This design comes from an exercise in tuning for small area and a short achievable clock period on the open sky130 flow, not from production work.
The RTL was checked by simulation tests, not by an equivalence proof against the original design.
No activity file was given, so power comes from the tool's default toggle rates.

==> flow/design.v (excerpt) <==
module wwvb_core #(
    parameter signed [7:0] TZ_INIT = -8'sd5
) (
    input  wire        clk,
    input  wire        rst,
    input  wire        edge_valid,
    input  wire        edge_dir,         
    input  wire [31:0] edge_ts,          
    input  wire        bus_valid,
    input  wire        bus_we,
    input  wire [3:0]  bus_addr,
    input  wire [31:0] bus_wdata,
    output wire        bus_ready,
    output reg         bus_rvalid,
    output reg  [31:0] bus_rdata,
    output reg         rtc_wr,
    output wire [15:0] rtc_year,
    output wire [3:0]  rtc_month,
    output wire [4:0]  rtc_day,
    output wire [2:0]  rtc_wday,
    output wire [4:0]  rtc_hour,
    output wire [5:0]  rtc_minute,
    output wire [5:0]  rtc_second,
    output wire [9:0]  rtc_subsec,
    output reg         evt_valid,
    output wire [2:0]  evt_code
);
==> flow/config.mk <==
export PLATFORM = sky130hd
export DESIGN_NAME = wwvb_core
export DESIGN_NICKNAME = wwvb_core
export VERILOG_FILES = /design/flow/design.v
export SDC_FILE = /design/flow/constraint.sdc
export NUM_CORES = 4
export LEC_CHECK = 0
export CAP_MARGIN = 20
export CORE_MARGIN = 2
export CORE_UTILIZATION = 40
export SLEW_MARGIN = 20
==> flow/constraint.sdc <==
create_clock -name core_clock -period 45.0 [get_ports {clk}]
set_input_delay 9.0000 -clock core_clock [delete_from_list [all_inputs] [get_ports {clk}]]
set_output_delay 9.0000 -clock core_clock [all_outputs]
set_load 0.01 [all_outputs]
standard.sh (not shown) runs the stock make flow with config.mk's settings and CLKGATE_MAP_FILE= SYNTH_SCRIPT=/design/flow/synth_recipe.tcl, a recipe that flattens the netlist after the stock synthesis.
==> flow/flow/run.sh <==
#!/bin/bash
# The standard ORFS layout (standard.sh), with these changes to how the
# layout is made:
#  - synthesis maps the logic with an area-oriented ABC recipe
#    (flow/abc_map.script) in place of ORFS's delay-oriented one; it runs
#    from a copy of ORFS's scripts folder that differs only in that file,
#    so the registers and every other step are the standard ones;
#  - half-adder cells are left out (added to DONT_USE_CELLS): Yosys's
#    extract_fa then maps only full adders, and the half adders it would
#    have made, with the inverters around them, are left to ABC;
#  - the port buffers are buf_1 cells instead of the larger delay-buffer
#    cells buffer_ports picks on its own;
#  - the clock tree is built from small clock buffers without dummy loads;
#  - timing repair aims for 27 ns of setup slack, which in this design only
#    the combinational bus_ready path (input to output) falls short of.
# The full make output goes to standard.log here; ORFS keeps each step's
# log under orfs/logs.
set -euo pipefail
rm -rf scripts_abc
cp -r "$FLOW_HOME/scripts" scripts_abc
cp flow/abc_map.script scripts_abc/abc_speed.script
export SCRIPTS_DIR="$PWD/scripts_abc"
export DONT_USE_CELLS="sky130_fd_sc_hd__ha_1 sky130_fd_sc_hd__ha_2 sky130_fd_sc_hd__ha_4"
export BUFFER_PORTS_ARGS="-buffer_cell sky130_fd_sc_hd__buf_1"
export CTS_ARGS="-sink_clustering_enable -repair_clock_nets -dont_use_dummy_load -buf_list sky130_fd_sc_hd__clkbuf_4 -sink_clustering_size 8 -sink_clustering_max_diameter 40"
export SETUP_SLACK_MARGIN=27
bash standard.sh > standard.log 2>&1
==> flow/flow/abc_map.script <==
strash
&get -n
&st
&syn2
&dch
&nf -a -p -R 1000 -F 8 -A 8 -C 32
&st
&syn2
&dch
&nf -a -p -R 1000 -F 8 -A 8 -C 32
&st
&syn2
&dch
&nf -a -p -R 1000 -F 8 -A 8 -C 32
&put
topo
stime -c
==> next run, changes <==
--- a/flow/flow/run.sh
+++ b/flow/flow/run.sh
@@ -8,3 +7,0 @@
-#  - half-adder cells are left out (added to DONT_USE_CELLS): Yosys's
-#    extract_fa then maps only full adders, and the half adders it would
-#    have made, with the inverters around them, are left to ABC;
@@ -23 +19,0 @@
-export DONT_USE_CELLS="sky130_fd_sc_hd__ha_1 sky130_fd_sc_hd__ha_2 sky130_fd_sc_hd__ha_4"
==> flow/flow/abc_map.script (replaced) <==
strash
&get -n
&st
&syn2
&dch
&nf -a -R 1000
&st
&syn2
&dch
&nf -a -R 1000
&st
&syn2
&dch
&nf -a -R 1000
&put
topo
stime -c
CAP_MARGIN = 0   (was 20)
SLEW_MARGIN = 0   (was 20)
After rerunning:
- The changed run passed the timing, DRC and antenna checks
- hold slack stays flat
- register-to-register slack got worse by 40 ps
- fmax stays flat
- setup slack hardly moves
- first-iteration DRC count rises by 0.36%
- power hardly moves
- cell count hardly moves
- die area hardly moves
- critical path depth does not change
- sequential power hardly moves
==> next run, changes <==
CAP_MARGIN = 20   (was 0)
CORE_UTILIZATION = 60   (was 40)
SLEW_MARGIN = 20   (was 0)
Effect: Count of clock-buffer cells in the layout is lower by 2; sequential share of layout area goes up by 0.19 points; synthesized cell count stays the same; utilization climbs by 22 points; hold slack is about the same; wire length fell by a few percent; critical path depth grows by 1.
==> next run, changes <==
--- a/flow/flow/run.sh
+++ b/flow/flow/run.sh
@@ -21 +21 @@
-export CTS_ARGS="-sink_clustering_enable -repair_clock_nets -dont_use_dummy_load -buf_list sky130_fd_sc_hd__clkbuf_4 -sink_clustering_size 8 -sink_clustering_max_diameter 40"
+export CTS_ARGS="-sink_clustering_enable -repair_clock_nets -dont_use_dummy_load -buf_list sky130_fd_sc_hd__clkbuf_8 -sink_clustering_size 16 -sink_clustering_max_diameter 40"
CORE_UTILIZATION = 40   (was 60)
=> First-iteration DRC count rose by roughly a tenth; critical path depth is lower by 1; sequential share of layout area came out lower by 0.72 points; power went up by roughly a tenth; worst setup slack improves by 120 ps.

[static timing again, ports no longer ideal]
How much do the figures lean on ideal ports? The routed layouts below were timed once more, with nothing changed but the port constraints. Step 1 assumes that a clkbuf_16 drives the clock port and a buf_2 every other input. Step 2 also shifts input and output timing later by t, the mid clock arrival at the registers, as if the neighbouring blocks saw the same clock. Three values: ideal, step 1, step 2; two values: the first two.
| run | shift t [ns] | setup slack, ns | clock arrival spread, ns | slew at the worst register clock pin (ns) |
|---|---|---|---|---|
| the first run | 0.656 | 26.680 / 26.642 / 26.642 | 0.055 / 0.054 | 0.09 / 0.09 |
| the second run | 0.699 | 26.680 / 26.634 / 26.634 | 0.058 / 0.057 | 0.10 / 0.10 |
| the third run | 0.675 | 26.566 / 26.520 / 26.520 | 0.078 / 0.078 | 0.09 / 0.09 |
| the fourth run | 0.571 | 26.685 / 26.647 / 26.647 | 0.069 / 0.070 | 0.09 / 0.09 |
After both steps every run listed still meets setup and hold.
